Background: an optimization exercise with open tools, aiming at small area, a short achievable clock period and few clock cycles per item. Do not read the settings as production practice.
The RTL was checked by simulation tests, not by an equivalence proof against the original design.

==> flow/design.v <==
module mod_inv_unit (
    input  wire        clk,
    input  wire        rst,
    input  wire        in_valid,
    output wire        in_ready,
    input  wire [63:0] in_a,
    input  wire [63:0] in_q,
    output reg         out_valid,
    output wire [63:0] out_r,
    output reg         out_err
);
    reg        busy;
    reg        x1c;        
    reg        x2c;        
    reg [62:0] q_r;
    reg [63:0] u;
    reg [63:0] v;
    reg [63:0] x1;
    reg [63:0] x2;
    reg        uz;         
    reg        vz;         
    reg        u1;         
    reg        v1;         
    reg [1:0]  mk_1;
    reg [1:0]  mk_2;
    reg [1:0]  mk_s;
    reg [1:0]  mk_a;
    reg        sh;         
    reg        sel_v;      
    reg        same;       
    reg        e1;         
    reg        e2;
    reg        sp1, sp2, sp1i, sq1, sq1i, sq2, qinv;
    reg        dn;         
    reg        t0;         
    reg        psgn;       
    reg        k1on;       
    reg        jx0, jx1, jx2, jx3;
    assign out_r = x1;
    wire done   = busy && (uz || vz || u1 || v1);
    wire step   = busy && !done;
    assign in_ready = !busy || done;
    wire accept = in_valid && in_ready;
    wire load   = !busy || done;
    wire [64:0] ua   = (sh && sel_v) ? {v[63], v} : {u[63], u};
    wire [64:0] ub   = sh ? 65'd0 : ({v[63], v} ^ {65{same}});
    wire [64:0] e    = ua + ub + {64'd0, !sh && same};
    wire j1  = e1;
    wire j2  = !e1 && e2;
    wire j3  = !e1 && !e2;
    wire [63:0] r   = j1 ? e[64:1] : j2 ? {e[64], e[64:2]} : {{2{e[64]}}, e[64:3]};
    wire dneg = e[64] ^ u[63];
    wire ez   = (e[64:1] == 64'd0);
    wire wu   = step && (sh ? !sel_v : !dneg);
    wire wv   = step && (sh ?  sel_v :  dneg);
    wire [63:0] p  = (x1 & {64{sp1}}) | (x2 & {64{sp2}}) | {63'd0, sp1i};
    wire [63:0] qq = ((x1 & {64{sq1}}) | (x2 & {64{sq2}}) | {63'd0, sq1i}) ^ {64{qinv}};
    wire [1:0] mk = sh ? (sel_v ? mk_2 : mk_1) : (same ? mk_s : mk_a);
    wire neg2 = !dn && ((j1 && t0 && !psgn) || (j2 && mk[0]) ||
                        (j3 && mk[1] && mk[0]));
    wire pos2 = !dn && j3 && !mk[1] && mk[0];
    wire neg4 = !dn && j3 && mk[1] && !mk[0];
    wire k2n  = neg2 || neg4;
    wire [66:0] k1  = k1on ? {4'd0, q_r} : 67'd0;
    wire [66:0] k2  = (((pos2 || neg2) ? {3'd0, q_r, 1'd0} : 67'd0) |
                       (neg4 ? {2'd0, q_r, 2'd0} : 67'd0)) ^ {67{k2n}};
    wire [66:0] p67 = {{3{p[63]}}, p};
    wire [66:0] q67 = {{3{qq[63]}}, qq};
    wire [66:0] s1 = p67 ^ q67 ^ k1;
    wire [66:0] c1 = {(p67[65:0] & q67[65:0]) | (p67[65:0] & k1[65:0]) |
                      (q67[65:0] & k1[65:0]), qinv};
    wire [66:0] s2 = s1 ^ c1 ^ k2;
    wire [66:0] c2 = {(s1[65:0] & c1[65:0]) | (s1[65:0] & k2[65:0]) |
                      (c1[65:0] & k2[65:0]), k2n};
    wire [66:0] t  = s2 + c2;
    wire [63:0] y  = ({64{jx0}} & t[63:0]) | ({64{jx1}} & t[64:1]) |
                     ({64{jx2}} & t[65:2]) | ({64{jx3}} & t[66:3]);
    wire [2:0] nx1 = load ? 3'd1 : wu ? y[2:0] : x1c ? 3'd1 : x1[2:0];
    wire [2:0] nx2 = load ? 3'd0 : wv ? y[2:0] : x2c ? 3'd0 : x2[2:0];
    wire [2:1] nq  = load ? in_q[2:1] : q_r[2:1];
    function [1:0] mkf(input [2:0] tt, input [2:1] qv);
        reg qa, qb;
        begin
            qa = !qv[1];
            qb = !qv[2];
            mkf[0] = tt[1] ^ (qa & tt[0]);
            mkf[1] = tt[2] ^ (qa & tt[1]) ^ (qb & tt[0]) ^ (qa & tt[1] & tt[0]);
        end
    endfunction
    wire [2:0] nu = load ? in_a[2:0] : wu ? r[2:0] : u[2:0];
    wire [2:0] nv = load ? in_q[2:0] : wv ? r[2:0] : v[2:0];
    wire nsame = load ? (in_a[63] == in_q[63]) : ((wv && !sh) ? 1'b0 : same);
    wire nsh   = !nu[0] || !nv[0];
    wire nselv = nu[0];
    wire [2:1] nvb = nv[2:1] ^ {2{nsame}};
    wire ne1 = nsh ? (nselv ? nv[1] : nu[1]) : !(nu[1] ^ nvb[1]);
    wire ne2 = nsh ? (nselv ? nv[2] : nu[2]) : (nu[2] ^ nvb[2] ^ (nu[1] | nvb[1]));
    wire [2:0] nts = nx1 - nx2;
    wire nbusy = !rst && (accept || (busy && !done));
    wire nx1c  = load || (x1c && !wu);
    wire nx2c  = load || (x2c && !wv);
    wire nuz   = load ? 1'b0 : wu ? ez : uz;
    wire nvz   = load ? 1'b0 : wv ? ez : vz;
    wire nu1   = !load && (u == 64'd1 || u == {64{1'b1}}) && !nuz;
    wire nv1   = !load && (v == 64'd1 || v == {64{1'b1}}) && !nvz;
    wire ndone = nbusy && (nuz || nvz || nu1 || nv1);
    wire nstep = nbusy && !(nuz || nvz || nu1 || nv1);
    wire ntu   = nu1 || nvz;
    wire nt0   = nsh ? (nselv ? nx2[0] : nx1[0]) : (nx1[0] ^ nx2[0]);
    wire nx1s  = !(load || x1c) && x1[63];
    wire nx2s  = !(load || x2c) && x2[63];
    wire nus   = load ? in_a[63] : u[63];
    wire nvs   = load ? in_q[63] : v[63];
    wire nkd   = ntu ? (nx1s ^ nus) : (nx2s ^ nvs);
    wire nw63  = ntu ? nus : nvs;
    wire [2:0] nta = nx1 + nx2;
    always @(posedge clk) begin
        if (rst) begin
            busy      <= 1'b0;
            out_valid <= 1'b0;
        end else begin
            out_valid <= done;
            if (accept)    busy <= 1'b1;
            else if (done) busy <= 1'b0;
        end
        if (done) out_err <= !(u1 || v1);
        if (load) begin
            q_r  <= in_q[62:0];
            u    <= in_a;
            v    <= in_q;
            uz   <= 1'b0;
            vz   <= 1'b0;
            u1   <= 1'b0;
            v1   <= 1'b0;
        end else begin
            if (wu) begin u <= r; uz <= ez; end
            if (wv) begin v <= r; vz <= ez; end
            u1 <= nu1;
            v1 <= nv1;
        end
        if (done || wu) x1 <= y;
        if (wv)         x2 <= y;
        x1c <= nx1c;
        x2c <= nx2c;
        sp1   <= nstep && !nx1c && !(nsh && nselv);
        sp2   <= nstep && !nx2c && nsh && nselv;
        sp1i  <= nstep && nx1c && !(nsh && nselv);
        sq1   <= ndone && ntu && !nx1c;
        sq1i  <= ndone && ntu && nx1c;
        sq2   <= (ndone ? !ntu : (nstep && !nsh)) && !nx2c;
        qinv  <= ndone ? nw63 : (nstep && !nsh && nsame);
        dn    <= ndone;
        t0    <= nt0;
        k1on  <= ndone ? nkd : nt0;
        psgn  <= wu ? (nx2s ^ nsame) : nx1s;
        jx0   <= ndone;
        jx1   <= !ndone && ne1;
        jx2   <= !ndone && !ne1 && ne2;
        jx3   <= !ndone && !ne1 && !ne2;
        sh    <= nsh;
        sel_v <= nselv;
        same  <= nsame;
        e1    <= ne1;
        e2    <= ne2;
        mk_1 <= mkf(nx1, nq);
        mk_2 <= mkf(nx2, nq);
        mk_s <= mkf(nts, nq);
        mk_a <= mkf(nta, nq);
    end
endmodule
export LEC_CHECK = 0
export CAP_MARGIN = 20
export CORE_MARGIN = 2
export CORE_UTILIZATION = 45
export PLACE_DENSITY = 0.6
export SETUP_SLACK_MARGIN = 4
export SLEW_MARGIN = 20
create_clock -name core_clock -period 10.0 [get_ports {clk}]
run.sh (not shown) runs the stock make flow with config.mk's settings and CLKGATE_MAP_FILE= SYNTH_SCRIPT=/design/flow/synth_recipe.tcl, a recipe that flattens the netlist after the stock synthesis.
Testbench counts at the start, summed over its fixed seeds: cycles 65,895, items 1,600.
==> next run, changes <==
- CORE_UTILIZATION: 45 -> 55
- PLACE_DENSITY: 0.6 -> 0.7
Critical path depth rises by 4.
Utilization rises by 11 points.
Maximum frequency rises by 1.4%.
Clock-buffer cell count is unchanged.
Routed wire length falls by 3.5%.
Final cell count falls by 4.0%.
Global-route usage rises by 6.4 points.
==> next run, changes <==
- CAP_MARGIN: 20 -> 10
- CORE_UTILIZATION: 55 -> 50
- PLACE_DENSITY: 0.7 -> 0.65
- SLEW_MARGIN: 20 -> 10
Effect: The changed run completed with no timing, DRC or antenna violations; cell area barely changes; first-iteration DRC count fell by 17%; global-route usage fell by 3.4 points; fmax rose by 0.56%; via count fell by 1.1%; worst setup slack is better by 0.033 ns; wire length rose by 0.53%; non-clock buffer count rose by 4.
==> next run, changes <==
- CAP_MARGIN: 10 -> 20
- PLACE_DENSITY: 0.65 -> 0.72
- SLEW_MARGIN: 10 -> 20
What happened: The new run ran to the end with no violations; wire length decreases by about 6.5%; final cell count shrinks by about 0.3%; count of clock-buffer cells in the layout is lower by 7; synthesized area does not change.

==> port drivers added, routing unchanged <==
In the flow no input, the clock included, has a driving cell. The finished layouts below were timed again as built, in two steps.
Step 1 assumes that a clkbuf_16 drives the clock port and a buf_2 every other input.
Step 2, shift: input delay + t, output delay - t, t = (earliest + latest rising clock arrival at the registers) / 2. This alone moves slack from input paths to output paths.
Three values: ideal ports, drivers, drivers and shift; two values: the first two.
| run | t, ns | slack for setup (ns) | slew at the worst register clock pin (ns) |
|---|---|---|---|
| the first run | 0.635 | 3.949 / 3.949 / 3.949 | 0.07 / 0.07 |
| the second run | 0.645 | 4.032 / 4.032 / 4.032 | 0.07 / 0.07 |
| the third run | 0.629 | 4.065 / 4.065 / 4.065 | 0.07 / 0.07 |
| the fourth run | 0.649 | 3.968 / 3.968 / 3.968 | 0.07 / 0.07 |
After both steps every run listed still meets setup and hold.
